From an optimization exercise on the open Yosys and OpenROAD flow, aimed at small area, a short achievable clock period and few clock cycles; shortcuts taken in it are not production practice. RTL that was checked went through simulation tests only; none was proved equivalent to the original. Only the layout flow was run in run 4; the RTL was not checked for function there. Power is estimated from default activity; no workload was simulated.

[flow/design.v]
module dai_line_decoder (
    input  wire        clk,
    input  wire        rst,
    input  wire        in_valid,
    output wire        in_ready,
    input  wire [7:0]  in_data,
    input  wire        in_last,
    output wire        px_valid,
    input  wire        px_ready,
    output wire [31:0] px_data,
    output wire        st_valid,
    input  wire        st_ready,
    output wire [8:0]  st_rows,
    output wire        st_brk,
    output wire [1:0]  st_fault,
    output wire [15:0] st_creg,
    output wire [3:0]  st_prevbg,
    output wire [15:0] st_unknown,
    output wire [15:0] st_text,
    output wire [15:0] st_unread
);
    localparam [8:0] ROW_CAP = 9'd260;
    localparam [8:0] BRK_AT  = 9'd212;
    localparam [1:0] F_NONE  = 2'd0;
    localparam [1:0] F_SHORT = 2'd1;    
    localparam [1:0] F_WIDTH = 2'd2;    
    localparam [2:0] S_CTRL  = 3'd0;
    localparam [2:0] S_COL   = 3'd1;
    localparam [2:0] S_PAY   = 3'd2;
    localparam [2:0] S_DRAIN = 3'd3;
    localparam [2:0] S_STAT  = 3'd4;
    localparam [2:0] S_CLR   = 3'd5;
    reg        f0_v, f1_v;
    reg [8:0]  f0, f1;           
    wire       pop;
    wire       push = in_valid && !f1_v;
    assign in_ready = !f1_v;
    always @(posedge clk) begin
        if (rst) begin
            f0_v <= 1'b0;
            f1_v <= 1'b0;
        end else if (pop) begin
            if (f1_v) begin
                f0   <= f1;
                f1_v <= 1'b0;
            end else begin
                f0   <= {in_last, in_data};
                f0_v <= push;
            end
        end else if (!f0_v) begin
            f0   <= {in_last, in_data};
            f0_v <= push;
        end else if (push) begin
            f1   <= {in_last, in_data};
            f1_v <= 1'b1;
        end
    end
    wire       h_v  = f0_v;
    wire [7:0] h    = f0[7:0];
    wire       hl   = f0[8];
    reg [2:0]  state;
    reg [7:0]  ctrl_r;
    reg [7:0]  col_r;
    reg [7:0]  pcnt;         
    reg [7:0]  hi_r;         
    reg        pay_nz;       
    reg [3:0]  creg [0:3];
    reg [8:0]  rows;
    reg        brk;
    reg [1:0]  fault;
    reg [15:0] n_unknown;
    reg [15:0] n_text;
    reg [15:0] n_unread;
    wire [1:0] disp = ctrl_r[7:6];
    wire [1:0] res  = ctrl_r[5:4];
    wire [3:0] rep  = ctrl_r[3:0];
    wire       nuc  = col_r[6];
    wire       is_gfx = nuc && !disp[0];
    wire       is_row = is_gfx && (res != 2'd3);
    wire       c_nuc = h[6];
    wire       c_unknown = c_nuc && disp[0] && (res != 2'd3);
    reg  [7:0] c_plast;      
    always @(*) begin
        if (!c_nuc)
            c_plast = 8'd1;
        else if (!disp[0])
            case (res)
                2'd0:    c_plast = 8'd21;
                2'd1:    c_plast = 8'd43;
                2'd2:    c_plast = 8'd87;
                default: c_plast = 8'd131;
            endcase
        else
            c_plast = 8'd131;
    end
    reg  [7:0] plast;
    reg [703:0] ring;                      
    wire [15:0] r_head = ring[15:0];
    wire [15:0] r_tail = ring[703:688];
    reg  [2:0]  pend;        
    reg         pact;        
    reg  [3:0]  reps;        
    reg  [5:0]  bidx;        
    reg         g16;         
    reg  [1:0]  gres;        
    reg  [3:0]  pbr;         
    reg  [3:0]  pbs;         
    reg         pxv_r;
    reg  [31:0] pxd_r;
    wire out_free = !pxv_r || px_ready;
    wire gen_idle = !pact && (reps == 4'd0);
    wire first_e  = pact && out_free;
    wire rep_e    = !pact && (reps != 4'd0) && out_free;
    wire beat_e   = first_e || rep_e;
    wire [2:0] p_m = (res == 2'd2) ? 3'd1 : (res == 2'd1) ? 3'd2 : 3'd4;
    wire at_row  = (state == S_PAY) && is_row;
    wire pay_lo  = pcnt[0];
    wire row_go  = at_row && h_v && (pay_lo ? (!pact || ((pend == 3'd1) && first_e))
                                            : ((pcnt != 8'd0) || gen_idle));
    wire lo_take = row_go && pay_lo;
    wire        sh_dup = first_e && (pend != 3'd1);
    wire        sh     = lo_take || sh_dup || rep_e;
    wire [15:0] tail_in = lo_take ? {hi_r, h} : (sh_dup ? r_tail : r_head);
    always @(posedge clk)
        if (sh) ring <= {tail_in, ring[703:16]};
    wire [15:0] src = pact ? r_tail : r_head;
    wire [7:0]  shi = src[15:8];
    wire [7:0]  slo = src[7:0];
    wire [3:0]  fg  = slo[7:4];
    wire [3:0]  bg  = slo[3:0];
    reg  [3:0]  pix [0:7];    
    integer i;
    always @(*) begin
        for (i = 0; i < 8; i = i + 1) begin
            if (g16) begin
                if (shi[7-i])
                    pix[i] = fg;
                else if (i != 0 && (shi >> (8 - i)) != 8'd0)
                    pix[i] = bg;
                else
                    pix[i] = pbr;
            end else begin
                pix[i] = creg[{shi[7-i], slo[7-i]}];
            end
        end
    end
    wire [1:0] q = bidx[1:0];
    reg  [31:0] word;
    always @(*) begin
        case (gres)
            2'd2: word = {pix[7], pix[6], pix[5], pix[4],
                          pix[3], pix[2], pix[1], pix[0]};
            2'd1: word = q[0] ? {pix[7], pix[7], pix[6], pix[6],
                                 pix[5], pix[5], pix[4], pix[4]}
                              : {pix[3], pix[3], pix[2], pix[2],
                                 pix[1], pix[1], pix[0], pix[0]};
            default:
                case (q)
                    2'd0: word = {{4{pix[1]}}, {4{pix[0]}}};
                    2'd1: word = {{4{pix[3]}}, {4{pix[2]}}};
                    2'd2: word = {{4{pix[5]}}, {4{pix[4]}}};
                    default: word = {{4{pix[7]}}, {4{pix[6]}}};
                endcase
        endcase
    end
    wire pair_end = (gres == 2'd2) || ((gres == 2'd1) ? q[0] : (q == 2'd3));
    wire row_end  = (bidx == 6'd43);
    assign px_valid = pxv_r;
    assign px_data  = pxd_r;
    always @(posedge clk) begin
        if (out_free)
            pxd_r <= word;
    end
    wire [15:0] hdr = {ctrl_r, col_r};
    wire        last_pay = (pcnt == plast);
    wire [8:0]  room  = ROW_CAP - rows;
    wire [8:0]  want  = {5'd0, rep} + 9'd1;
    wire [8:0]  ncopy = (want < room) ? want : room;
    reg  [4:0]  ncopy_r;     
    reg         cap_r;       
    reg  st_v_r;
    assign st_valid = st_v_r;
    wire st_fire = st_v_r && st_ready;
    assign pop = h_v && ((state == S_CTRL) || (state == S_COL) ||
                         (state == S_DRAIN) ||
                         ((state == S_PAY) && (!is_row || row_go)));
    assign st_rows    = rows;
    assign st_brk     = brk;
    assign st_fault   = fault;
    assign st_creg    = {creg[3], creg[2], creg[1], creg[0]};
    assign st_prevbg  = pbr;
    assign st_unknown = n_unknown;
    assign st_text    = n_text;
    assign st_unread  = n_unread;
    always @(posedge clk) begin
        if (rst) begin
            state     <= S_CTRL;
            pcnt      <= 8'd0;
            pay_nz    <= 1'b0;
            creg[0]   <= 4'd1;
            creg[1]   <= 4'd9;
            creg[2]   <= 4'd12;
            creg[3]   <= 4'd15;
            rows      <= 9'd0;
            brk       <= 1'b0;
            fault     <= F_NONE;
            n_unknown <= 16'd0;
            n_text    <= 16'd0;
            n_unread  <= 16'd0;
            pend      <= 3'd0;
            pact      <= 1'b0;
            reps      <= 4'd0;
            bidx      <= 6'd0;
            pbr       <= 4'd0;
            pxv_r     <= 1'b0;
            st_v_r    <= 1'b0;
        end else begin
            st_v_r <= (state == S_STAT) && !st_fire && gen_idle && !pxv_r;
            if (beat_e) begin
                pxv_r <= 1'b1;
                bidx  <= row_end ? 6'd0 : bidx + 6'd1;
                if (first_e)
                    pend <= pend - 3'd1;
                if (first_e)
                    pact <= (pend != 3'd1);
                if (rep_e && row_end)
                    reps <= reps - 4'd1;
                if (row_end && (first_e ? (reps != 4'd0) : (reps != 4'd1)))
                    pbr <= pbs;
                else if (pair_end && g16 && (shi != 8'd0))
                    pbr <= bg;
            end else if (px_ready) begin
                pxv_r <= 1'b0;
            end
            case (state)
                S_CTRL: if (h_v) begin
                    ctrl_r <= h;
                    if (hl) begin
                        fault <= F_SHORT;
                        state <= S_STAT;
                    end else begin
                        state <= S_COL;
                    end
                end
                S_COL: if (h_v) begin
                    col_r  <= h;
                    plast  <= c_plast;
                    ncopy_r <= ncopy[4:0];
                    cap_r   <= (want >= room);
                    pcnt   <= 8'd0;
                    pay_nz <= 1'b0;
                    if (c_unknown) begin
                        n_unknown <= n_unknown + 16'd1;
                        state <= hl ? S_STAT : S_CTRL;
                    end else if (hl) begin
                        fault <= F_SHORT;
                        state <= S_STAT;
                    end else begin
                        state <= S_PAY;
                    end
                end
                S_PAY: if (pop) begin
                    pcnt <= pcnt + 8'd1;
                    if (h != 8'd0)
                        pay_nz <= 1'b1;
                    if (is_row) begin
                        if (!pay_lo)
                            hi_r <= h;
                        if (pcnt == 8'd0) begin
                            if (!disp[1] && col_r[7] && !brk)
                                creg[col_r[5:4]] <= col_r[3:0];
                            pbs  <= pbr;
                            g16  <= disp[1];
                            gres <= res;
                        end
                        if (pay_lo)
                            pend <= p_m;
                        if (pay_lo)
                            pact <= 1'b1;
                    end
                    if (last_pay) begin
                        if (is_gfx) begin
                            if (!is_row) begin
                                fault <= F_WIDTH;
                                state <= hl ? S_STAT : S_DRAIN;
                            end else begin
                                rows  <= rows + {4'd0, ncopy_r};
                                reps  <= ncopy_r[3:0] - 4'd1;
                                state <= hl ? S_STAT : cap_r ? S_DRAIN : S_CTRL;
                            end
                        end else begin
                            if (ctrl_r == 8'h7A)
                                n_text <= n_text + 16'd1;
                            else if (hdr == 16'h3088 && rows == BRK_AT && !brk)
                                brk <= 1'b1;
                            else if (hdr == 16'h3088 && brk)
                                ;    
                            else if (hdr == 16'h0000 || hdr == 16'hFFFF)
                                ;    
                            else if (!nuc && !pay_nz && h == 8'd0)
                                ;    
                            else
                                n_unknown <= n_unknown + 16'd1;
                            state <= hl ? S_STAT :
                                     (rows == ROW_CAP) ? S_DRAIN : S_CTRL;
                        end
                    end else if (hl) begin
                        fault <= F_SHORT;
                        state <= S_STAT;
                    end
                end
                S_DRAIN: if (h_v) begin
                    n_unread <= n_unread + 16'd1;
                    if (hl)
                        state <= S_STAT;
                end
                S_STAT: if (st_fire)
                    state <= S_CLR;
                S_CLR: begin
                    creg[0]   <= 4'd1;
                    creg[1]   <= 4'd9;
                    creg[2]   <= 4'd12;
                    creg[3]   <= 4'd15;
                    pbr       <= 4'd0;
                    rows      <= 9'd0;
                    brk       <= 1'b0;
                    fault     <= F_NONE;
                    n_unknown <= 16'd0;
                    n_text    <= 16'd0;
                    n_unread  <= 16'd0;
                    bidx      <= 6'd0;
                    state     <= S_CTRL;
                end
                default: state <= S_CTRL;
            endcase
        end
    end
endmodule
[flow/config.mk]
export PLATFORM = sky130hd
export DESIGN_NAME = dai_line_decoder
export DESIGN_NICKNAME = dai_line_decoder
export VERILOG_FILES = /design/flow/design.v
export SDC_FILE = /design/flow/constraint.sdc
export NUM_CORES = 4
export LEC_CHECK = 0
export CAP_MARGIN = 20
export CORE_MARGIN = 2
export CORE_UTILIZATION = 50
export PLACE_DENSITY = 0.6
export SETUP_SLACK_MARGIN = 4.6
export SLEW_MARGIN = 20
[flow/constraint.sdc]
create_clock -name core_clock -period 7.5 [get_ports {clk}]
set_input_delay 1.5000 -clock core_clock [delete_from_list [all_inputs] [get_ports {clk}]]
set_output_delay 1.5000 -clock core_clock [all_outputs]
set_load 0.01 [all_outputs]
[flow/run.sh]
#!/bin/bash
# synth_recipe.tcl (not shown) runs the flow's synth.tcl, then flattens the netlist and writes it again
# the make line also repeats each setting of config.mk as NAME=value (left out here)
make -C /OpenROAD-flow-scripts/flow DESIGN_CONFIG=/design/flow/config.mk WORK_HOME=/design/flow/orfs CLKGATE_MAP_FILE= SYNTH_SCRIPT=/design/flow/synth_recipe.tcl finish
==> results.cfg, run 1 <==
[synthesis]
yosys.area.top_type_share_pct = 72.5
synth_nets = 2053
synth_mux_area_share_pct = 5.15
synthArstFlopShare_pct = 0
synth_compound_area_share_pct = 5.63
synth_flop_cell = edfxtp_1
synthTopCellsByArea = edfxtp_1 72%, dfxtp_1 5.6%, mux2i_1 2.2%, mux2_2 1.7%, nor2_1 1.4%
synth-simple-area-share_pct = 6.88
ys_seq_elements = 906
yosysWarningCount = 2
synth.avg_cell_area_um2 = 16.8
synth_most_common_cell = edfxtp_1
synth_top_family_by_area = simple AND/OR/NAND/NOR gates
synth_xor_area_share_pct = 1.54
synth.largest_area_cell = edfxtp_1
synth-adder-area-share_pct = 1.36
synth_edf_count = 812
synth_common_cells = 812 x edfxtp_1, 129 x nor2_1, 94 x dfxtp_1, 86 x nand2_1, 80 x o21ai_0
seq_area_frac_synth_pct = 78.1
syn_area_mm2 = 0.0336
syn_inst = 2003
ys_types = 87

[critical_path]
worstSetupEndpointType = flip-flop
crit_type = flip-flop to flip-flop
crit_slowest_cell = mux2i_2
worst-path-buf-inv = 2
start_kind = flip-flop
cp_max_fo = 11
ff2ff_setup_slack_ps = 4630
cp_cell_sequence = buf_12, buf_4, mux2i_2, nand3_1, a31oi_1, nor2_1, a221oi_1, nor3_1, o21bai_1
cpPeakStageDelay_ps = 730
cp.required_ps = 7880
crit_family = multiplexers
crit_arrival_ps = 3250

[floorplanning]
die_w_um = 263
start_util_pct = 50.3
rows = 95
die_h_um = 263
coreArea_mm2 = 0.0669
io_pins = 129
fp.dieArea_mm2 = 0.0694

[placement]
place_area_mm2 = 0.0363
dp_hpwl_mm = 40.1
io_buffer_count = 128
post-place-ws_ps = 2540
globalplace.congestion = 0.887

[clocking]
cts.path.max_buffers = 3
htree_levels = 3
clk_latency_ps = 650
cts.clk_slew.worst_paths_ps = 60
tritoncts = built
root_buffer = clkbuf_16
cts_sinks = 906
cts_buffers = 90

[finish]
design_area_mm2 = 0.0407
area_growth_pct = 20.9
drive_gt1_share_pct = 20.4
antenna_cells = 0
nFillCells = 4951
seq_area_mm2 = 0.0263
fin_nets = 2340
multiInputGateArea_mm2 = 0.00749

[global_route]
globalRouteOverflowTotal = 0
grt_max_degree = 84
grt_pass1_wl_mm = 108
grt_util_all_layers_pct = 20.1
antenna_found_initial = 1
grt_pass1_vias = 18300

[timing]
setup_viol = 0
rsz0062_at_grt = yes
post-route-period-util_pct = 38.2
slew_violations = 0
max_slew_margin_pct = 31.0
fin_skew_ps = 31.5
final_hold_viol_count = 0
tightest_slew_ps = 1030
max_freq_ghz = 0.349
period_needed_ps = 2870
setup_ws_ps = 4630

[power_and_ir_drop]
p_leak_nw = 11.2
ir_worst_vdd_v = 0.000153
power_density_mw_per_mm2 = 250

[drt]
dr.pass1.iters = 5
ant_nets = 0
drc = 0
post_drt_wl_per_cell_um = 21.7
drt_wl_total_mm = 70.1
drtIter0Drc = 1780
vias = 18200
viasPerCell = 5.63

[flow_run]
maxCapViolCount = 0

[min_path]
holdCritPathClass = flip-flop to flip-flop

[status]
status = timing/DRC/antenna clean
layout by cell type (no fill, tap or decap), types with 10 or more instances in the layout:
| cell | n |
|---|---|
| a211oi_1 | 14 |
| a21oi_1 | 69 |
| a221oi_1 | 13 |
| a31oi_1 | 14 |
| and2_1 | 10 |
| and3_1 | 18 |
| buf_16 | 16 |
| buf_2 | 15 |
| buf_4 | 86 |
| buf_6 | 11 |
| bufinv_16 | 12 |
| clkbuf_1 | 10 |
| clkbuf_16 | 91 |
| clkdlybuf4s50_1 | 12 |
| clkinv_1 | 19 |
| clkinv_2 | 16 |
| dfxtp_1 | 61 |
| dfxtp_2 | 25 |
| dlygate4sd2_1 | 85 |
| edfxtp_1 | 812 |
| ha_1 | 35 |
| inv_1 | 51 |
| mux2_2 | 40 |
| mux2_4 | 10 |
| mux2i_1 | 68 |
| mux4_2 | 14 |
| nand2_1 | 80 |
| nand2b_1 | 10 |
| nand3_1 | 58 |
| nand4_1 | 23 |
| nor2_1 | 125 |
| nor2b_1 | 13 |
| nor3_1 | 18 |
| o211ai_1 | 18 |
| o21ai_0 | 76 |
| or3_1 | 22 |
| xnor2_1 | 26 |
| xor2_1 | 33 |
per-stage QoR:
step	total power, mW	std cells	hold slack [ps]	utilization [%]	TNS [ps]
CTS	10.3	3214	393	60.3	0
floorplan	5.63	2003	400	-	-125820
finish	10.2	3239	401	60.8	0
global route	10.5	3239	409	60.8	0
detailed placement	5.68	2971	405	54.3	0
global placement	5.68	2971	401	54.3	0
registers in the layout, indices dropped and copies added (netlist names), 8 cells and up:
signal	count
ring	704
pxd_r	32
creg	16
n_text	16
n_unknown	16
n_unread	16
f0	9
f1	9
rows	9
col_r	8
ctrl_r	8
hi_r	8
pcnt	8
layer usage:
metal / vias up / part of all wire (%) / global-route usage [%]
met1: 9180 / 46 / 28.7
met4: 2 / 3.0 / 6.72
li1: 8340 / - / -
met3: 153 / 6.2 / 4.70
met5: - / 0.019 / 0
met2: 545 / 45 / 30.6
path summary, 6_finish.rpt:
check,from,to,cells after the start
worst max register to register,pact,pxd_r[8],9
worst min-delay path,ring[422],ring[406],0
worst max-delay path,pact,pxd_r[8],9
worst min register to register,ring[422],ring[406],0
layout make-up:
class / count / area share, %
Clock buffer: 103 / 5.76
Clock inverter: 65 / 1.81
Inverter: 56 / 0.529
Timing Repair Buffer: 250 / 6.10
Tap cell: 873 / 2.68
Sequential cell: 906 / 64.7
Timing Repair inverter: 1 / 0.0123
Multi-Input combinational cell: 985 / 18.4
where the power goes:
| part | internal (mW) | switching [mW] | total (mW) |
|---|---|---|---|
| Clock | 2.69 | 1.91 | 4.60 |
| Sequential | 5.43 | 0.0242 | 5.46 |
| Combinational | 0.0492 | 0.0753 | 0.124 |
worst register-to-register path, delay by kind of cell, from the launching register on:
kind / cells / cell delay (ps)
AO/OA/AOI/OAI: 3 / 700
flip-flops: 1 / 440
AND/OR/NAND/NOR: 3 / 430
buffers and inverters: 2 / 320
multiplexers: 1 / 730
kinds of logic (layout without fill, tap and decap cells):
group                    count (synthesis)  count (layout)
XOR/XNOR                                59              59
multiplexers                           143             143
AO/OA/AOI/OAI                          290             290
buffers and inverters                  114             475
adder cells (fa/ha/maj)                 36              36
flip-flops                             906             906
AND/OR/NAND/NOR                        455             457
timing repair:
action / CTS / global route
pin swaps: 11 / 5
gates resized for setup: 248 / 59
setup endpoints to repair: 1011 / 521
hold buffers: 0 / 0
gates cloned: 15 / 1
buffers inserted: 60 / 24
Testbench counts, summed over its fixed seeds: cycles 490,151.
==> run 2: changes to the inputs <==
--- a/flow/config.mk
+++ b/flow/config.mk
@@ -8,6 +8,8 @@
 export CAP_MARGIN = 20
 export CORE_MARGIN = 2
 export CORE_UTILIZATION = 50
+export CTS_CLUSTER_DIAMETER = 70
+export CTS_CLUSTER_SIZE = 30
 export PLACE_DENSITY = 0.6
 export SETUP_SLACK_MARGIN = 4.6
 export SLEW_MARGIN = 20
==> run 2 against run 1 <==
  * Flip-flop and latch count unchanged
  * Critical path depth stayed put
  * Core utilization is 2.0 points lower
  * Critical path type unchanged
  * Fmax down 0.65%
  * Highest routed layer unchanged
  * Clock power shrank 36%
  * Die area did not move
==> results.cfg, run 2 <==
[finish]
mostFrequentLayoutCell = edfxtp_1
design_area_mm2 = 0.0394
stdcell_count = 3171
final_cell_mix = 812 x edfxtp_1, 125 x nor2_1, 113 x buf_4
antenna_cells = 0
fin_nets = 2315
area_growth_pct = 17.0
drive_gt1_share_pct = 19.7
nFillCells = 5064
top_register = ring
seq_area_mm2 = 0.0263
largest_reg_flops = 704
multiInputGateArea_mm2 = 0.00756
reg_top3 = ring x704, pxd_r x32

[synthesis]
synth.avg_cell_area_um2 = 16.8
yosysWarningCount = 2
syn_area_mm2 = 0.0336
ys_types = 87
synth.largest_area_cell = edfxtp_1
synth_most_common_cell = edfxtp_1
ys_seq_elements = 906
synthTopCellsByArea = edfxtp_1 72%, dfxtp_1 5.6%, mux2i_1 2.2%, mux2_2 1.7%, nor2_1 1.4%
synth_common_cells = 812 x edfxtp_1, 129 x nor2_1, 94 x dfxtp_1, 86 x nand2_1, 80 x o21ai_0
synth_nets = 2053
synth_flop_cell = edfxtp_1
synthArstFlopShare_pct = 0
syn_inst = 2003
yosys.area.top_type_share_pct = 72.5
synth_edf_count = 812
seq_area_frac_synth_pct = 78.1

[timing]
max_slew_margin_pct = 30.5
max_freq_ghz = 0.347
setup_ws_ps = 4620
tightest_slew_ps = 1040
period_needed_ps = 2880
post-route-period-util_pct = 38.5
final_hold_viol_count = 0
fin_skew_ps = 28.8
rsz0062_at_grt = yes
slew_violations = 0
setup_viol = 0

[clocking]
htree_levels = 2
cts.clk_slew.worst_paths_ps = 100
cts.path.max_buffers = 3
tritoncts = built
cts_sinks = 906
cts_buffers = 46
clk_latency_ps = 630
root_buffer = clkbuf_16
cts.hold.buffers_added = 0

[floorplanning]
rows = 95
coreArea_mm2 = 0.0669
start_util_pct = 50.3
die_w_um = 263
io_pins = 129
die_h_um = 263
fp.dieArea_mm2 = 0.0694

[drt]
vias = 18000
wirelength_met1_mm = 31.2
drt_wl_total_mm = 68.1
wl_met2_mm = 30.5
post_drt_wl_per_cell_um = 21.5
viasPerCell = 5.67
drc = 0
highest_layer = met5
dr.pass1.iters = 5
dr_wl_met3_mm = 4.21
ant_nets = 0
drtIter0Drc = 1706

[placement]
dp_cells = 2971
post-place-ws_ps = 2540
place_area_mm2 = 0.0363
io_buffer_count = 128
dp_hpwl_mm = 40.1
globalplace.congestion = 0.887

[critical_path]
cp.required_ps = 7860
cpPeakStageDelay_ps = 540
ff2ff_setup_slack_ps = 4620
cp_cell_sequence = buf_4, buf_4, or4_4, a21oi_4, mux2_2, a21oi_4, or3_1, a221o_1, o211ai_1
crit_arrival_ps = 3240
crit_slowest_cell = or4_4
worstSetupEndpointType = flip-flop
cp_max_fo = 11
start_kind = flip-flop
crit_type = flip-flop to flip-flop

[status]
status = timing/DRC/antenna clean

[global_route]
globalRouteOverflowTotal = 0
antenna_found_initial = 1
grt_pass1_vias = 17500
grt_max_degree = 74
grt_util_all_layers_pct = 19.3
grt_pass1_wl_mm = 104

[min_path]
holdCritPathClass = flip-flop to flip-flop

[power_and_ir_drop]
ir_worst_vdd_v = 0.000180
power_density_mw_per_mm2 = 216
p_leak_nw = 10.6

[flow_run]
maxCapViolCount = 0
[run 2: cell counts after synthesis]
No cell type changed its count.
[run 2: final timing paths]
kind | start | end | depth (start not counted)
worst max-delay path | pact | pxd_r[14] | 9
worst min register to register | ring[248] | ring[232] | 0
worst max register to register | pact | pxd_r[14] | 9
worst min-delay path | ring[248] | ring[232] | 0
[run 2: cell type report]
cell class                      count  area share (%)
Tap cell                          873            2.78
Clock buffer                       51            3.00
Sequential cell                   906            66.9
Clock inverter                     30            1.06
Inverter                           56           0.556
Multi-Input combinational cell    984            19.2
Timing Repair inverter              1          0.0127
Timing Repair Buffer              270            6.45
[run 2: metal layers]
layer  GRT usage (%)  vias up
met5               0        -
met4            6.76        2
met3            3.61      130
met2            29.5      510
met1            28.1     9096
li1                -     8243
[run 2: power by group]
group          internal [mW]  switching, mW  leakage, nW
clock                   1.27           1.66        0.771
combinational         0.0524         0.0752         4.13
sequential              5.42         0.0245         5.70
[run 2: repair_timing]
| item | in CTS | in global routing |
|---|---|---|
| pin swaps | 10 | 21 |
| cloned | 11 | 0 |
| setup buffers | 57 | 51 |
| setup endpoints to repair | 1011 | 405 |
| resized for setup | 261 | 76 |
[run 2: per-stage QoR]
step / TNS (ps) / total power, mW / util [%] / hold slack (ps)
after floorplan: -125820 / 5.63 / - / 400
after global placement: 0 / 5.68 / 54.3 / 401
after detailed placement: 0 / 5.68 / 54.3 / 405
after CTS: 0 / 8.63 / 57.9 / 391
after global routing: 0 / 8.81 / 58.8 / 414
final: 0 / 8.51 / 58.8 / 408
[run 2: worst max-delay path: cells and delay by family (launching register included)]
kind / cells / cell delay (ps)
multiplexers: 1 / 390
buffers and inverters: 2 / 370
AND/OR/NAND/NOR: 2 / 680
AO/OA/AOI/OAI: 4 / 760
flip-flops: 1 / 400
[run 2: cell families (layout without fill, tap and decap cells)]
family	count (synthesis)	count (layout)	share of synthesized area, %
AOI/OAI and AO/OA	290	290	5.63
adders and majority gates	36	36	1.36
xor gates and xnor gates	59	59	1.54
buffers and inverters	114	408	1.39
and+or+nand+nor	455	456	6.88
DFF	906	906	78.1
muxes	143	143	5.15
==> run 3: changes to the inputs <==
--- a/flow/config.mk
+++ b/flow/config.mk
@@ -11,5 +11,5 @@
 export CTS_CLUSTER_DIAMETER = 70
 export CTS_CLUSTER_SIZE = 30
 export PLACE_DENSITY = 0.6
-export SETUP_SLACK_MARGIN = 4.6
+export SETUP_SLACK_MARGIN = 4.75
 export SLEW_MARGIN = 20
==> run 3 against run 2 <==
  * Register-to-register slack gained 70 ps
  * Still clean on timing, DRC and antenna
  * Power shrank 0.59%
  * Worst hold slack gained 1.3 ps
  * Clock skew grew 4.8 ps
  * Synthesized cell count is the same
  * Combinational power grew 5%
  * Largest cell class unchanged
  * Flip-flop and latch count is the same
  * Fmax grew 0.99%
  * First-iteration DRC count grew 7.4%
==> results.cfg, run 3 <==
[drt]
drc = 0
viasPerCell = 5.70
post_drt_wl_per_cell_um = 22.3
drtIter0Drc = 1832
vias = 18400
drt_wl_total_mm = 71.8
ant_nets = 0
dr.pass1.iters = 6

[placement]
io_buffer_count = 128
globalplace.congestion = 0.884
place_area_mm2 = 0.0364
dp_hpwl_mm = 41.6

[critical_path]
crit_type = flip-flop to primary output
start_kind = flip-flop
cpPeakStageDelay_ps = 530
worstSetupEndpointType = primary output
worst-path-buf-inv = 1
crit_arrival_ps = 1360
cp_max_fo = 2
crit_slowest_cell = edfxtp_1
crit_family = flip-flops
cp.required_ps = 6000
cp_cell_sequence = buf_2

[finish]
design_area_mm2 = 0.0403
largest_reg_flops = 704
antenna_cells = 0
drive_gt1_share_pct = 29.2
reg_top3 = ring x704, pxd_r x32
final_cell_mix = 812 x edfxtp_1, 138 x buf_4, 116 x nor2_1
mostFrequentLayoutCell = edfxtp_1
seq_area_mm2 = 0.0264
fin_nets = 2370
nFillCells = 4994
multiInputGateArea_mm2 = 0.00802
top_register = ring
final_util_pct = 60.3
area_growth_pct = 19.9

[timing]
holdWs_ps = 409
final_hold_viol_count = 0
tightest_slew_ps = 969
fin_skew_ps = 33.6
setup_viol = 0
period_needed_ps = 2860
tns_ps = 0
slew_violations = 0
max_slew_margin_pct = 35.2
max_freq_ghz = 0.350
post-route-period-util_pct = 38.1
rsz0062_at_grt = yes

[synthesis]
synth.avg_cell_area_um2 = 16.8
synth_flop_cell = edfxtp_1
ys_types = 87
yosysWarningCount = 2
synthTopCellsByArea = edfxtp_1 72%, dfxtp_1 5.6%, mux2i_1 2.2%, mux2_2 1.7%, nor2_1 1.4%
synth.largest_area_cell = edfxtp_1
syn_inst = 2003
ys_seq_elements = 906
yosys.area.top_type_share_pct = 72.5
syn_area_mm2 = 0.0336
synthArstFlopShare_pct = 0
synth_common_cells = 812 x edfxtp_1, 129 x nor2_1, 94 x dfxtp_1, 86 x nand2_1, 80 x o21ai_0
synth_nets = 2053
synth_most_common_cell = edfxtp_1
synth_edf_count = 812
seq_area_frac_synth_pct = 78.1

[global_route]
grt_pass1_wl_mm = 107
grt_max_degree = 61
antenna_found_initial = 1
globalRouteOverflowTotal = 0
grt_pass1_vias = 17600
grt_util_all_layers_pct = 20.2

[floorplanning]
coreArea_mm2 = 0.0669
die_h_um = 263
rows = 95
die_w_um = 263
start_util_pct = 50.3
io_pins = 129
fp.dieArea_mm2 = 0.0694

[status]
status = timing/DRC/antenna clean

[clocking]
clk_latency_ps = 630
root_buffer = clkbuf_16
cts.clk_slew.worst_paths_ps = 100
tritoncts = built
cts.path.max_buffers = 3
cts_sinks = 906
htree_levels = 2
cts.hold.buffers_added = 0
cts_buffers = 44

[min_path]
holdCritPathClass = flip-flop to flip-flop

[flow_run]
maxCapViolCount = 0

[power_and_ir_drop]
ir_worst_vdd_v = 0.000165
fin_total_pwr_mw = 8.46
p_leak_nw = 10.8
power_density_mw_per_mm2 = 210
-- run 3: cell counts after synthesis --
Identical to the previous run, type by type.
-- run 3: final cells by class --
| class | instances | area share (%) |
|---|---|---|
| Clock buffer | 56 | 2.89 |
| Clock inverter | 22 | 0.927 |
| Inverter | 56 | 0.558 |
| Multi-Input combinational cell | 988 | 19.9 |
| Sequential cell | 906 | 65.5 |
| Tap cell | 873 | 2.71 |
| Timing Repair Buffer | 323 | 7.53 |
| Timing Repair inverter | 1 | 0.0186 |
-- run 3: metal layers --
layer  global-route usage, %  up-vias  share of wire [%]
met4                    5.65        2                2.8
met1                    29.0     9300                 45
li1                        -     8385                  -
met2                    30.9      578                 45
met3                    4.86      133                7.1
met5                       0        -              0.018
-- run 3: final timing paths --
| check | depth (start not counted) | end | slack (ps) | start |
|---|---|---|---|---|
| min reg2reg | 0 | ring[337] | 410 | ring[353] |
| max | 1 | st_creg[1] | 4640 | creg[0][1] |
| max reg2reg | 12 | pxd_r[25] | 4690 | pact |
| min | 0 | ring[337] | 410 | ring[353] |
-- run 3: report_power, final --
| group | switching [mW] | total [mW] | internal [mW] |
|---|---|---|---|
| sequential | 0.0262 | 5.44 | 5.42 |
| combinational | 0.0799 | 0.134 | 0.0544 |
| clock | 1.64 | 2.88 | 1.24 |
| total | 1.74 | 8.46 | 6.71 |
-- run 3: stage by stage --
step                std cells  worst slack (ps)
CTS                      3185              4610
detailed placement       2974              2270
finish                   3225              4640
global route             3225              4570
floorplan                2003              -183
global placement         2974              2350
-- run 3: kinds of logic (layout without fill, tap and decap cells) --
group	after synthesis	after routing	synth area share, %
DFF	906	906	78.1
muxes	143	143	5.15
buffers and inverters	114	458	1.39
adders and majority gates	36	36	1.36
AOI/OAI and AO/OA	290	292	5.63
xor gates and xnor gates	59	59	1.54
and+or+nand+nor	455	458	6.88
-- run 3: timing repair --
action,CTS,global route
setup endpoints to repair,1041,311
gates resized for setup,625,152
buffers inserted,116,36
gates cloned,17,4
pin swaps,23,42
==> run 4: changes to the inputs <==
--- a/flow/design.v
+++ b/flow/design.v
@@ -107,7 +107,10 @@
     reg  [3:0]  pbs;         
     reg         pxv_r;
     reg  [31:0] pxd_r;
-    wire out_free = !pxv_r || px_ready;
+    reg         skv;
+    reg  [31:0] skd;
+    wire out_free = !skv;
+    wire main_ld  = !pxv_r || px_ready;
     wire gen_idle = !pact && (reps == 4'd0);
     wire first_e  = pact && out_free;
     wire rep_e    = !pact && (reps != 4'd0) && out_free;
@@ -168,8 +171,10 @@
     assign px_valid = pxv_r;
     assign px_data  = pxd_r;
     always @(posedge clk) begin
-        if (out_free)
-            pxd_r <= word;
+        if (main_ld)
+            pxd_r <= skv ? skd : word;
+        if (!main_ld && !skv)
+            skd <= word;
     end
     wire [15:0] hdr = {ctrl_r, col_r};
     wire        last_pay = (pcnt == plast);
@@ -213,11 +218,17 @@
             bidx      <= 6'd0;
             pbr       <= 4'd0;
             pxv_r     <= 1'b0;
+            skv       <= 1'b0;
             st_v_r    <= 1'b0;
         end else begin
-            st_v_r <= (state == S_STAT) && !st_fire && gen_idle && !pxv_r;
+            st_v_r <= (state == S_STAT) && !st_fire && gen_idle && !pxv_r && !skv;
+            if (main_ld) begin
+                pxv_r <= skv || beat_e;
+                skv   <= 1'b0;
+            end else if (beat_e) begin
+                skv   <= 1'b1;
+            end
             if (beat_e) begin
-                pxv_r <= 1'b1;
                 bidx  <= row_end ? 6'd0 : bidx + 6'd1;
                 if (first_e)
                     pend <= pend - 3'd1;
@@ -229,8 +240,6 @@
                     pbr <= pbs;
                 else if (pair_end && g16 && (shi != 8'd0))
                     pbr <= bg;
-            end else if (px_ready) begin
-                pxv_r <= 1'b0;
             end
             case (state)
                 S_CTRL: if (h_v) begin
--- a/flow/config.mk
+++ b/flow/config.mk
@@ -11,5 +11,5 @@
 export CTS_CLUSTER_DIAMETER = 70
 export CTS_CLUSTER_SIZE = 30
 export PLACE_DENSITY = 0.6
-export SETUP_SLACK_MARGIN = 4.75
+export SETUP_SLACK_MARGIN = 4.6
 export SLEW_MARGIN = 20
==> run 4 against run 3 <==
  * Still clean on timing, DRC and antenna
  * Register-to-register slack worse by 230 ps
  * Synthesized cell count increased by 11%
  * Synthesized area increased by 5.9%
  * Wire length rose by 11%
  * Global-route usage grew 1.1 points
  * Clock power up 1%
  * Critical path type is now flip-flop to flip-flop
  * Highest routed layer unchanged
==> results.cfg, run 4 <==
[synthesis]
synth.largest_area_cell = edfxtp_1
seq_area_frac_synth_pct = 76.4
ys_seq_elements = 939
synth_flop_cell = edfxtp_1
synthArstFlopShare_pct = 0
syn_inst = 2221
synth_most_common_cell = edfxtp_1
synth.avg_cell_area_um2 = 16.0
synth_common_cells = 844 x edfxtp_1, 165 x nor2_1, 147 x nand2_1, 95 x dfxtp_1, 64 x a21oi_1
yosys.area.top_type_share_pct = 71.1
ys_types = 107
syn_area_mm2 = 0.0356
synth_edf_count = 844
synthTopCellsByArea = edfxtp_1 71%, dfxtp_1 5.3%, mux2i_1 1.7%, nor2_1 1.7%, nand2_1 1.5%
yosysWarningCount = 2
synth_nets = 2271

[floorplanning]
fp.dieArea_mm2 = 0.0734
start_util_pct = 50.7
coreArea_mm2 = 0.0703
die_w_um = 271
io_pins = 129
die_h_um = 271
rows = 97

[drt]
post_drt_wl_per_cell_um = 23.1
viasPerCell = 5.81
vias = 20100
dr.pass1.iters = 6
drc = 0
drt_wl_total_mm = 79.7
drtIter0Drc = 2095
ant_nets = 0

[global_route]
grt_util_all_layers_pct = 21.2
grt_max_degree = 137
grt_pass1_vias = 19400
grt_pass1_wl_mm = 119
antenna_found_initial = 3
globalRouteOverflowTotal = 0

[critical_path]
critPathLaunch = pact
crit_arrival_ps = 3410
worstSetupEndpointType = flip-flop
cp_cell_sequence = buf_4, buf_12, mux2i_1, buf_4, mux4_2, a221o_1, a31oi_4, a221oi_4, a21o_1, mux2_2
crit_slowest_cell = mux4_2
start_kind = flip-flop
crit_type = flip-flop to flip-flop
ff2ff_setup_slack_ps = 4460
r2r_start = pact
cpPeakStageDelay_ps = 520
reg2regPathDepth = 10
cp.required_ps = 7870
r2r_end = pxd_r[14]
cp_max_fo = 7
cpMostUsedCell = buf_4
worstSetupEndpoint = pxd_r[14]

[timing]
max_slew_margin_pct = 34.6
post-route-period-util_pct = 40.6
final_hold_viol_count = 0
setup_viol = 0
max_freq_ghz = 0.329
slew_violations = 0
period_needed_ps = 3040
setup_ws_ps = 4460
tightest_slew_ps = 978
fin_skew_ps = 41.4
holdWs_ps = 415
rsz0062_at_grt = yes

[status]
status = timing/DRC/antenna clean

[power_and_ir_drop]
clockPowerShare_pct = 33.4
ir_worst_vdd_v = 0.000203
power_density_mw_per_mm2 = 209
pwr-share-comb_pct = 1.8
intPower_mw = 6.93
switchingPower_mw = 1.80
p_leak_nw = 14.1
fin_total_pwr_mw = 8.73
switching_share_pct = 20.6
p_seq_share_pct = 64.8

[finish]
area_growth_pct = 17.3
reg_top3 = ring x704, pxd_r x32, skd x32
final_util_pct = 59.5
nFillCells = 5338
top_register = ring
final_cell_mix = 844 x edfxtp_1, 154 x nor2_1, 144 x nand2_1
fin_nets = 2535
largest_reg_flops = 704
drive_gt1_share_pct = 20.9
mostFrequentLayoutCell = edfxtp_1

[clocking]
htree_levels = 2
tritoncts = built
cts.clk_slew.worst_paths_ps = 110
clk_latency_ps = 640
cts.path.max_buffers = 3
cts_buffers = 45
cts_sinks = 939
cts.hold.buffers_added = 0
root_buffer = clkbuf_16

[placement]
io_buffer_count = 128
globalplace.congestion = 0.925
dp_hpwl_mm = 47.7
post-place-ws_ps = 2950

[min_path]
worstHoldPathCells = 0
holdCritPathClass = flip-flop to flip-flop
min_from = ring[572]

[flow_run]
maxCapViolCount = 0
[run 4: cell count changes after synthesis, sizes merged, moves of 11 or more]
cell / before / now
nor3: 24 / 38
buf: 18 / 32
nand2: 87 / 148
a32oi: 3 / 17
o21ai: 83 / 62
edfxtp: 812 / 844
a21oi: 75 / 64
nand2b: 12 / 25
nand3: 60 / 48
nor2: 129 / 165
or2: 7 / 22
[run 4: cell families after synthesis]
kind of cell             synth area share (%)
adder cells (fa/ha/maj)                  1.28
flip-flops                               76.4
multiplexers                             4.16
AND/OR/NAND/NOR                          8.34
XOR/XNOR                                 1.30
buffers and inverters                    1.67
AO/OA/AOI/OAI                            6.80
[run 4: metrics by stage]
stage,cells,setup TNS (ps),cell area [um^2]
2_1_floorplan,2221,-2957170,35800
3_3_place_gp,3227,0,38000
3_5_place_dp,3227,0,38000
4_1_cts,3403,0,41000
5_1_grt,3453,0,41800
6_report,3454,0,41800
[run 4: critical path, delay by kind of cell (launching register included)]
| kind | cells | cell delay (ps) |
|---|---|---|
| muxes | 3 | 990 |
| AOI/OAI and AO/OA | 4 | 910 |
| DFF | 1 | 450 |
| buffers and inverters | 3 | 410 |
[run 4: cell type report]
type | instances | area [um^2] | share of cell area, %
clock buffer | 48 | 1160 | 2.77
multi-input combinational | 1150 | 8720 | 20.8
sequential | 939 | 27300 | 65.3
antenna | 1 | 2.50 | 0.00598
inverter | 54 | 209 | 0.500
tap | 940 | 1180 | 2.81
clock inverter | 27 | 359 | 0.859
timing repair buffer | 295 | 2870 | 6.87
[run 4: how the worst min path moves through the flow]
stage | slack, ps | endpoint
floorplan | 400 | ring[0]
global placement | 400 | ring[521]
detailed placement | 400 | ring[103]
CTS | 410 | ring[422]
global route | 420 | ring[539]
finish | 410 | ring[556]
[run 4: layer usage]
layer | GRT usage [%] | up-vias | wire [um]
met3 | 4.66 | 155 | 5600
li1 | - | 9053 | -
met4 | 6.91 | 4 | 2570
met2 | 32.3 | 644 | 36200
met1 | 30.5 | 10200 | 35400
met5 | 0 | - | 27
[run 4: repair_timing]
action | CTS | global route
endpoints found under the setup margin | 995 | 730
gates cloned | 12 | 6
resized for setup | 332 | 100
hold endpoints to repair | 0 | 0
pin swaps | 35 | 49
buffers inserted | 89 | 44
[run 4: power groups by stage]
| stage | registers (mW) | logic, mW | clock network [mW] |
|---|---|---|---|
| global route | 5.66 | 0.171 | 3.20 |
| global placement | 5.78 | 0.134 | 0 |
| finish | 5.66 | 0.157 | 2.92 |
| CTS | 5.66 | 0.149 | 3.03 |
| floorplan | 5.77 | 0.0930 | 0 |
| detailed placement | 5.78 | 0.136 | 0 |
==> run 5: changes to the inputs <==
--- a/flow/design.v
+++ b/flow/design.v
@@ -61,7 +61,8 @@
     reg [2:0]  state;
     reg [7:0]  ctrl_r;
     reg [7:0]  col_r;
-    reg [7:0]  pcnt;         
+    reg [7:0]  prem;         
+    reg        pfirst;       
     reg [7:0]  hi_r;         
     reg        pay_nz;       
     reg [3:0]  creg [0:3];
@@ -93,13 +94,13 @@
         else
             c_plast = 8'd131;
     end
-    reg  [7:0] plast;
     reg [703:0] ring;                      
     wire [15:0] r_head = ring[15:0];
     wire [15:0] r_tail = ring[703:688];
     reg  [2:0]  pend;        
     reg         pact;        
     reg  [3:0]  reps;        
+    reg         rv;          
     reg  [5:0]  bidx;        
     reg         g16;         
     reg  [1:0]  gres;        
@@ -107,77 +108,72 @@
     reg  [3:0]  pbs;         
     reg         pxv_r;
     reg  [31:0] pxd_r;
-    reg         skv;
-    reg  [31:0] skd;
-    wire out_free = !skv;
-    wire main_ld  = !pxv_r || px_ready;
+    wire out_free = !pxv_r || px_ready;
     wire gen_idle = !pact && (reps == 4'd0);
     wire first_e  = pact && out_free;
-    wire rep_e    = !pact && (reps != 4'd0) && out_free;
+    wire rep_e    = rv && out_free;
     wire beat_e   = first_e || rep_e;
     wire [2:0] p_m = (res == 2'd2) ? 3'd1 : (res == 2'd1) ? 3'd2 : 3'd4;
     wire at_row  = (state == S_PAY) && is_row;
-    wire pay_lo  = pcnt[0];
+    wire pay_lo  = !prem[0];    
     wire row_go  = at_row && h_v && (pay_lo ? (!pact || ((pend == 3'd1) && first_e))
-                                            : ((pcnt != 8'd0) || gen_idle));
+                                            : (!pfirst || gen_idle));
     wire lo_take = row_go && pay_lo;
     wire        sh_dup = first_e && (pend != 3'd1);
-    wire        sh     = lo_take || sh_dup || rep_e;
+    wire        sh_rot = first_e ? ((pend == 3'd1) && row_end && (reps != 4'd0))
+                                 : (rep_e && !(row_end && (reps == 4'd1)));
+    wire        sh     = lo_take || sh_dup || sh_rot;
     wire [15:0] tail_in = lo_take ? {hi_r, h} : (sh_dup ? r_tail : r_head);
     always @(posedge clk)
         if (sh) ring <= {tail_in, ring[703:16]};
-    wire [15:0] src = pact ? r_tail : r_head;
+    wire [15:0] src = r_tail;
     wire [7:0]  shi = src[15:8];
     wire [7:0]  slo = src[7:0];
     wire [3:0]  fg  = slo[7:4];
     wire [3:0]  bg  = slo[3:0];
-    reg  [3:0]  pix [0:7];    
+    wire [15:0] vals = g16 ? {fg, fg, bg, pbr}
+                           : {creg[3], creg[2], creg[1], creg[0]};
+    reg  [7:0]  s1, s0;      
     integer i;
     always @(*) begin
         for (i = 0; i < 8; i = i + 1) begin
-            if (g16) begin
-                if (shi[7-i])
-                    pix[i] = fg;
-                else if (i != 0 && (shi >> (8 - i)) != 8'd0)
-                    pix[i] = bg;
-                else
-                    pix[i] = pbr;
-            end else begin
-                pix[i] = creg[{shi[7-i], slo[7-i]}];
-            end
+            s1[i] = shi[i];
+            s0[i] = g16 ? ((shi >> (i + 1)) != 8'd0) : slo[i];
         end
     end
     wire [1:0] q = bidx[1:0];
-    reg  [31:0] word;
+    reg  [7:0] c1, c0;
     always @(*) begin
         case (gres)
-            2'd2: word = {pix[7], pix[6], pix[5], pix[4],
-                          pix[3], pix[2], pix[1], pix[0]};
-            2'd1: word = q[0] ? {pix[7], pix[7], pix[6], pix[6],
-                                 pix[5], pix[5], pix[4], pix[4]}
-                              : {pix[3], pix[3], pix[2], pix[2],
-                                 pix[1], pix[1], pix[0], pix[0]};
-            default:
-                case (q)
-                    2'd0: word = {{4{pix[1]}}, {4{pix[0]}}};
-                    2'd1: word = {{4{pix[3]}}, {4{pix[2]}}};
-                    2'd2: word = {{4{pix[5]}}, {4{pix[4]}}};
-                    default: word = {{4{pix[7]}}, {4{pix[6]}}};
-                endcase
+            2'd2: begin c1 = s1; c0 = s0; end
+            2'd1: begin
+                c1 = q[0] ? {s1[3], s1[3], s1[2], s1[2], s1[1], s1[1], s1[0], s1[0]}
+                          : {s1[7], s1[7], s1[6], s1[6], s1[5], s1[5], s1[4], s1[4]};
+                c0 = q[0] ? {s0[3], s0[3], s0[2], s0[2], s0[1], s0[1], s0[0], s0[0]}
+                          : {s0[7], s0[7], s0[6], s0[6], s0[5], s0[5], s0[4], s0[4]};
+            end
+            default: begin
+                c1 = {{4{s1[7 - 2*q]}}, {4{s1[6 - 2*q]}}};
+                c0 = {{4{s0[7 - 2*q]}}, {4{s0[6 - 2*q]}}};
+            end
         endcase
     end
+    reg  [31:0] word;        
+    integer k;
+    always @(*) begin
+        for (k = 0; k < 8; k = k + 1)
+            word[4*k +: 4] = vals[4*{c1[7-k], c0[7-k]} +: 4];
+    end
     wire pair_end = (gres == 2'd2) || ((gres == 2'd1) ? q[0] : (q == 2'd3));
     wire row_end  = (bidx == 6'd43);
     assign px_valid = pxv_r;
     assign px_data  = pxd_r;
     always @(posedge clk) begin
-        if (main_ld)
-            pxd_r <= skv ? skd : word;
-        if (!main_ld && !skv)
-            skd <= word;
+        if (out_free)
+            pxd_r <= word;
     end
     wire [15:0] hdr = {ctrl_r, col_r};
-    wire        last_pay = (pcnt == plast);
+    wire        last_pay = (prem == 8'd0);
     wire [8:0]  room  = ROW_CAP - rows;
     wire [8:0]  want  = {5'd0, rep} + 9'd1;
     wire [8:0]  ncopy = (want < room) ? want : room;
@@ -200,7 +196,6 @@
     always @(posedge clk) begin
         if (rst) begin
             state     <= S_CTRL;
-            pcnt      <= 8'd0;
             pay_nz    <= 1'b0;
             creg[0]   <= 4'd1;
             creg[1]   <= 4'd9;
@@ -215,20 +210,17 @@
             pend      <= 3'd0;
             pact      <= 1'b0;
             reps      <= 4'd0;
+            rv        <= 1'b0;
             bidx      <= 6'd0;
             pbr       <= 4'd0;
             pxv_r     <= 1'b0;
-            skv       <= 1'b0;
             st_v_r    <= 1'b0;
         end else begin
-            st_v_r <= (state == S_STAT) && !st_fire && gen_idle && !pxv_r && !skv;
-            if (main_ld) begin
-                pxv_r <= skv || beat_e;
-                skv   <= 1'b0;
-            end else if (beat_e) begin
-                skv   <= 1'b1;
-            end
+            st_v_r <= (state == S_STAT) && !st_fire && gen_idle && !pxv_r;
+            if (beat_e)
+                rv <= sh_rot;
             if (beat_e) begin
+                pxv_r <= 1'b1;
                 bidx  <= row_end ? 6'd0 : bidx + 6'd1;
                 if (first_e)
                     pend <= pend - 3'd1;
@@ -240,6 +232,8 @@
                     pbr <= pbs;
                 else if (pair_end && g16 && (shi != 8'd0))
                     pbr <= bg;
+            end else if (px_ready) begin
+                pxv_r <= 1'b0;
             end
             case (state)
                 S_CTRL: if (h_v) begin
@@ -253,10 +247,10 @@
                 end
                 S_COL: if (h_v) begin
                     col_r  <= h;
-                    plast  <= c_plast;
+                    prem   <= c_plast;
+                    pfirst <= 1'b1;
                     ncopy_r <= ncopy[4:0];
                     cap_r   <= (want >= room);
-                    pcnt   <= 8'd0;
                     pay_nz <= 1'b0;
                     if (c_unknown) begin
                         n_unknown <= n_unknown + 16'd1;
@@ -269,13 +263,14 @@
                     end
                 end
                 S_PAY: if (pop) begin
-                    pcnt <= pcnt + 8'd1;
+                    prem   <= prem - 8'd1;
+                    pfirst <= 1'b0;
                     if (h != 8'd0)
                         pay_nz <= 1'b1;
                     if (is_row) begin
                         if (!pay_lo)
                             hi_r <= h;
-                        if (pcnt == 8'd0) begin
+                        if (pfirst) begin
                             if (!disp[1] && col_r[7] && !brk)
                                 creg[col_r[5:4]] <= col_r[3:0];
                             pbs  <= pbr;
@@ -310,8 +305,7 @@
                                 ;    
                             else
                                 n_unknown <= n_unknown + 16'd1;
-                            state <= hl ? S_STAT :
-                                     (rows == ROW_CAP) ? S_DRAIN : S_CTRL;
+                            state <= hl ? S_STAT : S_CTRL;
                         end
                     end else if (hl) begin
                         fault <= F_SHORT;
==> run 5 against run 4 <==
  * Still clean
  * Sequential power decreased by 3.9%
  * Non-clock buffer count fell by 88
  * Sequential share of layout area is 5.3 points higher
  * Setup slack better by 140 ps
  * Fmax up 4.7%
==> results.cfg, run 5 <==
[timing]
max_slew_margin_pct = 34.5
tightest_slew_ps = 975
setup_viol = 0
slew_violations = 0
final_hold_viol_count = 0
max_freq_ghz = 0.344
fin_skew_ps = 31.4
tns_ps = 0
period_needed_ps = 2900
post-route-period-util_pct = 38.7
setup_ws_ps = 4600
rsz0062_at_grt = yes

[clocking]
cts_sinks = 903
cts.path.max_buffers = 3
root_buffer = clkbuf_16
clk_latency_ps = 620
tritoncts = built
htree_levels = 2
cts_buffers = 45
cts.clk_slew.worst_paths_ps = 100
cts.hold.buffers_added = 0

[global_route]
grt_max_degree = 97
grt_pass1_vias = 15500
grt_util_all_layers_pct = 17.7
globalRouteOverflowTotal = 0
antenna_found_initial = 1
grt_pass1_wl_mm = 91.6

[critical_path]
ff2ff_setup_slack_ps = 4640
reg2regPathDepth = 10
crit_arrival_ps = 3280
r2r_start = state[1]
crit_type = input pin to flip-flop
start_kind = input pin
worstSetupEndpointType = flip-flop
r2r_end = creg[2][3]
cp.required_ps = 7880
cp_max_fo = 5

[finish]
antenna_cells = 0
largest_reg_flops = 704
top_register = ring
seq_area_mm2 = 0.0263
drive_gt1_share_pct = 16.4
area_growth_pct = 15.4
mostFrequentLayoutCell = edfxtp_1
design_area_mm2 = 0.0372
fin_nets = 2068
final_cell_mix = 816 x edfxtp_1, 129 x nand2_1, 99 x dlygate4sd2_1
nFillCells = 4855
multiInputGateArea_mm2 = 0.00598
reg_top3 = ring x704, pxd_r x32

[synthesis]
synth.avg_cell_area_um2 = 17.8
ys_types = 69
synthTopCellsByArea = edfxtp_1 76%, dfxtp_1 5.4%, mux4_2 2.2%, nand2_1 1.5%, ha_1 1.3%
synth_nets = 1864
seq_area_frac_synth_pct = 81.3
yosys.area.top_type_share_pct = 75.9
synth-simple-area-share_pct = 6.76
synth_edf_count = 816
synth_flop_cell = edfxtp_1
ys_seq_elements = 903
synthArstFlopShare_pct = 0
synth_most_common_cell = edfxtp_1
syn_area_mm2 = 0.0323
yosysWarningCount = 1
synth_top_family_by_area = simple AND/OR/NAND/NOR gates
syn_inst = 1816
synth_common_cells = 816 x edfxtp_1, 133 x nand2_1, 87 x dfxtp_1, 80 x a21oi_1, 72 x nor2_1
synth_xor_area_share_pct = 0.977
synth.largest_area_cell = edfxtp_1
synth-adder-area-share_pct = 1.34
synth_compound_area_share_pct = 4.37
synth_mux_area_share_pct = 3.97

[placement]
globalplace.congestion = 0.846
io_buffer_count = 128
dp_hpwl_mm = 35.5
post-place-ws_ps = 3070
place_area_mm2 = 0.0348

[power_and_ir_drop]
fin_total_pwr_mw = 8.44
intPower_mw = 6.73
p_seq_share_pct = 64.5
ir_worst_vdd_v = 0.000149
power_density_mw_per_mm2 = 227
p_leak_nw = 12.2
switching_share_pct = 20.3
clockPowerShare_pct = 34.3
switchingPower_mw = 1.71
pwr-share-comb_pct = 1.3

[status]
status = timing/DRC/antenna clean

[drt]
drtIter0Drc = 1597
dr.pass1.iters = 5
ant_nets = 0
viasPerCell = 5.54
drt_wl_total_mm = 60.2
drc = 0
post_drt_wl_per_cell_um = 20.7
vias = 16100

[floorplanning]
die_h_um = 258
die_w_um = 258
rows = 93
fp.dieArea_mm2 = 0.0666
start_util_pct = 50.3
io_pins = 129
coreArea_mm2 = 0.0641

[min_path]
holdCritPathClass = flip-flop to flip-flop
hold_end = ring[596]
worstHoldPathCells = 0
min_from = ring[612]

[flow_run]
maxCapViolCount = 0
-- run 5: cell count changes after synthesis, moves of 18 or more --
cell,delta
nor2_1,-93
mux2i_1,-33
edfxtp_1,-28
mux4_2,+22
nor3_1,-19
buf_2,-18
-- run 5: final cells by class --
cell class,instances,area share (%)
Inverter,54,0.595
Sequential cell,903,70.7
Multi-Input combinational cell,809,16.1
Clock inverter,28,0.998
Tap cell,855,2.87
Timing Repair Buffer,207,5.69
Clock buffer,50,3.13
-- run 5: worst max-delay path by stage --
stage	startpoint	to	slack, ps
2_1_floorplan	px_ready	ring[0]	-11240
3_3_place_gp	px_ready	ring[306]	3140
6_report	px_ready	creg[2][3]	4600
4_1_cts	creg[1][3]	st_creg[7]	4600
3_5_place_dp	px_ready	creg[1][3]	3070
5_1_grt	state[1]	creg[2][3]	4540
-- run 5: layer usage --
layer | routed length (um) | vias to the layer above | track usage, %
li1 | - | 7377 | -
met1 | 28600 | 8256 | 26.8
met2 | 27500 | 386 | 26.8
met3 | 2770 | 85 | 2.76
met4 | 1350 | 0 | 5.19
met5 | 0 | - | 0
-- run 5: cell families after synthesis --
family	after synthesis
flops	903
simple gates	430
compound gates	221
buf+inv	106
mux	86
xor+xnor	36
fa+ha+maj	34
-- run 5: stage by stage --
stage / utilization, % / cells / hold slack (ps)
floorplan: - / 1816 / 400
global placement: 54.3 / 2763 / 401
detailed placement: 54.3 / 2763 / 405
CTS: 57.6 / 2882 / 391
global route: 58.1 / 2906 / 387
finish: 58.1 / 2906 / 391
-- run 5: critical path, stage by stage --
cell	delay [ps]
buf_8	90
nor2b_4	50
o211ai_1	310
nand4_1	170
buf_6	200
a2111oi_4	340
buf_6	180
nand3b_1	170
or2_4	270
-- run 5: power groups by stage --
stage               Clock [mW]  Sequential [mW]  Combinational [mW]
global placement             0             5.55               0.100
floorplan                    0             5.54              0.0728
global route              3.16             5.44               0.118
detailed placement           0             5.55               0.102
CTS                       2.99             5.44               0.107
finish                    2.89             5.44               0.109
-- run 5: repair_timing --
| item | in CTS | in global routing |
|---|---|---|
| setup endpoints to repair | 1022 | 714 |
| pin swaps | 8 | 8 |
| gates cloned | 10 | 3 |
| buffers inserted | 31 | 21 |
| resized for setup | 212 | 33 |
Testbench counts of run 5, summed over its fixed seeds: cycles 490,151.
==> run 6: changes to the inputs <==
--- a/flow/config.mk
+++ b/flow/config.mk
@@ -7,9 +7,9 @@
 export LEC_CHECK = 0
 export CAP_MARGIN = 20
 export CORE_MARGIN = 2
-export CORE_UTILIZATION = 50
+export CORE_UTILIZATION = 65
 export CTS_CLUSTER_DIAMETER = 70
 export CTS_CLUSTER_SIZE = 30
-export PLACE_DENSITY = 0.6
-export SETUP_SLACK_MARGIN = 4.6
+export PLACE_DENSITY = 0.72
+export SETUP_SLACK_MARGIN = 4.85
 export SLEW_MARGIN = 20
==> run 6 against run 5 <==
  * Register-to-register slack gained 50 ps
  * Critical path depth shrank 3
  * Die area shrank 23%
  * First-iteration DRC count grew 11%
  * Final area grew 3.6%
  * Final cell count shrank 2.4%
  * Clock skew grew 2.3 ps
  * Via count grew 7.2%
  * Sequential power is essentially flat
  * Count of clock-buffer cells in the layout shrank 5
  * Worst hold slack gained 25 ps
  * Synthesized cell count is the same
  * Largest cell class unchanged
==> results.cfg, run 6 <==
[status]
status = timing/DRC/antenna clean

[critical_path]
crit_arrival_ps = 3330
r2r_end = n_text[12]
cp_max_fo = 6
crit_slowest_cell = or4_4
ff2ff_setup_slack_ps = 4690
crit_family = simple AND/OR/NAND/NOR gates
cp_cell_sequence = or4_4, or3_4, or3_4, o31a_4, or4_4, a21oi_1
r2r_start = prem[5]
critPathLaunch = prem[5]
worstSetupEndpointType = flip-flop
cp.required_ps = 8020
worst-path-buf-inv = 0
path_depth = 6
crit_type = flip-flop to flip-flop
cpPeakStageDelay_ps = 510
reg2regPathDepth = 6
start_kind = flip-flop

[synthesis]
ys_seq_elements = 903
yosys.area.top_type_share_pct = 75.9
synth_nets = 1864
synth-simple-area-share_pct = 6.76
synth_xor_area_share_pct = 0.977
synth_mux_area_share_pct = 3.97
synth_common_cells = 816 x edfxtp_1, 133 x nand2_1, 87 x dfxtp_1, 80 x a21oi_1, 72 x nor2_1
syn_inst = 1816
synth_edf_count = 816
synth-adder-area-share_pct = 1.34
yosysWarningCount = 1
synth.avg_cell_area_um2 = 17.8
synthArstFlopShare_pct = 0
ys_types = 69
synth_compound_area_share_pct = 4.37
seq_area_frac_synth_pct = 81.3
synthTopCellsByArea = edfxtp_1 76%, dfxtp_1 5.4%, mux4_2 2.2%, nand2_1 1.5%, ha_1 1.3%
synth.largest_area_cell = edfxtp_1
syn_area_mm2 = 0.0323
synth_flop_cell = edfxtp_1
synth_most_common_cell = edfxtp_1
synth_top_family_by_area = simple AND/OR/NAND/NOR gates

[drt]
dr.pass1.iters = 5
ant_nets = 0
vias = 17300
viasPerCell = 6.09
drt_wl_total_mm = 68.1
drc = 0
drtIter0Drc = 1777
post_drt_wl_per_cell_um = 24.0

[global_route]
antenna_found_initial = 2
grt_util_all_layers_pct = 24.9
grt_pass1_vias = 16000
grt_max_degree = 85
grt_pass1_wl_mm = 94.7
globalRouteOverflowTotal = 0

[clocking]
cts.clk_slew.worst_paths_ps = 110
root_buffer = clkbuf_16
tritoncts = built
clk_latency_ps = 620
cts.path.max_buffers = 3
cts_sinks = 903
cts_buffers = 42
htree_levels = 2

[finish]
mostFrequentLayoutCell = edfxtp_1
seq_area_mm2 = 0.0264
area_growth_pct = 19.6
final_util_pct = 78.8
antenna_cells = 0
design_area_mm2 = 0.0386
drive_gt1_share_pct = 31.3
nFillCells = 2627
final_cell_mix = 816 x edfxtp_1, 160 x buf_4, 120 x nand2_1
top_register = ring
multiInputGateArea_mm2 = 0.00659
stdcell_count = 2836
reg_top3 = ring x704, pxd_r x32
largest_reg_flops = 704
fin_nets = 2200

[power_and_ir_drop]
p_leak_nw = 12.9
power_density_mw_per_mm2 = 215
fin_total_pwr_mw = 8.31
ir_worst_vdd_v = 0.000283

[timing]
post-route-period-util_pct = 37.4
rsz0062_at_grt = yes
final_hold_viol_count = 0
tns_ps = 0
setup_viol = 0
period_needed_ps = 2810
slew_violations = 0
holdWs_ps = 416
max_slew_margin_pct = 33.6
fin_skew_ps = 33.7
tightest_slew_ps = 986
setup_ws_ps = 4690
max_freq_ghz = 0.356

[placement]
dp_hpwl_mm = 34.2
globalplace.congestion = 0.866
io_buffer_count = 128
dp_cells = 2569
post-place-ws_ps = 2790
place_area_mm2 = 0.0346

[floorplanning]
die_w_um = 227
io_pins = 129
start_util_pct = 65.9
coreArea_mm2 = 0.0490
rows = 81
fp.dieArea_mm2 = 0.0514
die_h_um = 227

[min_path]
worstHoldPathCells = 0
hold_end = ring[144]
holdCritPathClass = flip-flop to flip-flop
min_from = ring[160]

[flow_run]
maxCapViolCount = 0
## run 6: cell count changes in the layout (fill, tap and decap cells not counted), moves of 18 or more
| cell | previous run | this run |
|---|---|---|
| dfxtp_1 | 47 | 14 |
| dlygate4sd2_1 | 99 | 0 |
| a21oi_1 | 66 | 48 |
| buf_2 | 1 | 104 |
| dfxtp_4 | 7 | 34 |
| buf_4 | 52 | 160 |
## run 6: final cells by class
type	count	share of cell area, %
Clock buffer	45	2.81
Sequential cell	903	68.5
Timing Repair Buffer	340	8.14
Clock inverter	19	0.727
Tap cell	664	2.15
Multi-Input combinational cell	811	17.1
Inverter	54	0.577
## run 6: routing by layer
layer / vias to the layer above / global-route usage (%) / share of wire [%] / routed length [um]
li1: 7661 / - / - / -
met1: 8676 / 35.9 / 41 / 28100
met2: 795 / 39.8 / 49 / 33300
met3: 133 / 3.89 / 7.0 / 4790
met4: 0 / 7.83 / 2.9 / 1940
met5: - / 0 / 0 / 0
## run 6: where the power goes
part	switching, mW	internal (mW)	total [mW]
registers	0.0250	5.40	5.43
clock network	1.60	1.15	2.75
logic	0.0774	0.0529	0.130
total	1.70	6.61	8.31
## run 6: cell families after synthesis
group           count (synthesis)
flops                         903
buf+inv                       106
fa+ha+maj                      34
compound gates                221
simple gates                  430
xor+xnor                       36
mux                            86
## run 6: what timing repair did
item,in CTS,in global routing
pin swaps,22,45
endpoints found under the setup margin,1054,837
hold buffers,0,0
gates cloned,17,13
buffers inserted,117,56
resized for setup,662,125
## run 6: how the worst max path moves through the flow
stage	endpoint	slack (ps)
final	n_text[12]	4690
after floorplan	ring[0]	-11240
after detailed placement	ring[445]	2790
after CTS	creg[2][3]	4710
after global placement	ring[429]	2850
after global routing	creg[2][3]	4570
## run 6: worst register-to-register path, delay by kind of cell (launching register included)
family             cells  cell delay (ps)
and+or+nand+nor        4             1730
AOI/OAI and AO/OA      2              530
DFF                    1              460

[separate check: timing with driven ports]
The results above use ideal ports. As a check the final layouts listed here were re-extracted and re-timed, cells and wires unchanged. Step 1, drivers: a clkbuf_16 drives clk and a buf_2 each remaining input, both assumed. Step 2 times the ports against the registers' clock, not the clock port: input delays grow and output delays shrink by t, the midpoint of the rising clock arrivals with the driver on. Slacks: no drivers / after step 1 / after step 2; pairs: no drivers / after step 1.
run | shift t [ns] | setup WS [ns] | hold slack, ns | clock arrival spread, ns | pins driven straight from the clock port
run 1 | 0.700 | 4.635 / 4.582 / 4.045 | 0.401 / 0.401 / 0.401 | 0.033 / 0.033 | 1
run 2 | 0.685 | 4.616 / 4.569 / 3.993 | 0.408 / 0.408 / 0.408 | 0.032 / 0.032 | 1
run 3 | 0.681 | 4.645 / 4.581 / 4.068 | 0.409 / 0.409 / 0.409 | 0.038 / 0.039 | 1
run 4 | 0.683 | 4.459 / 4.459 / 4.087 | 0.415 / 0.415 / 0.415 | 0.043 / 0.043 | 1
run 5 | 0.671 | 4.596 / 4.557 / 3.942 | 0.391 / 0.391 / 0.391 | 0.031 / 0.031 | 1
run 6 | 0.668 | 4.692 / 4.676 / 4.047 | 0.416 / 0.416 / 0.416 | 0.035 / 0.036 | 1
After both steps every run listed still meets setup and hold. For run 5, which loses most, drivers alone change the setup slack by -0.039 ns; drivers and shift together by -0.654 ns.
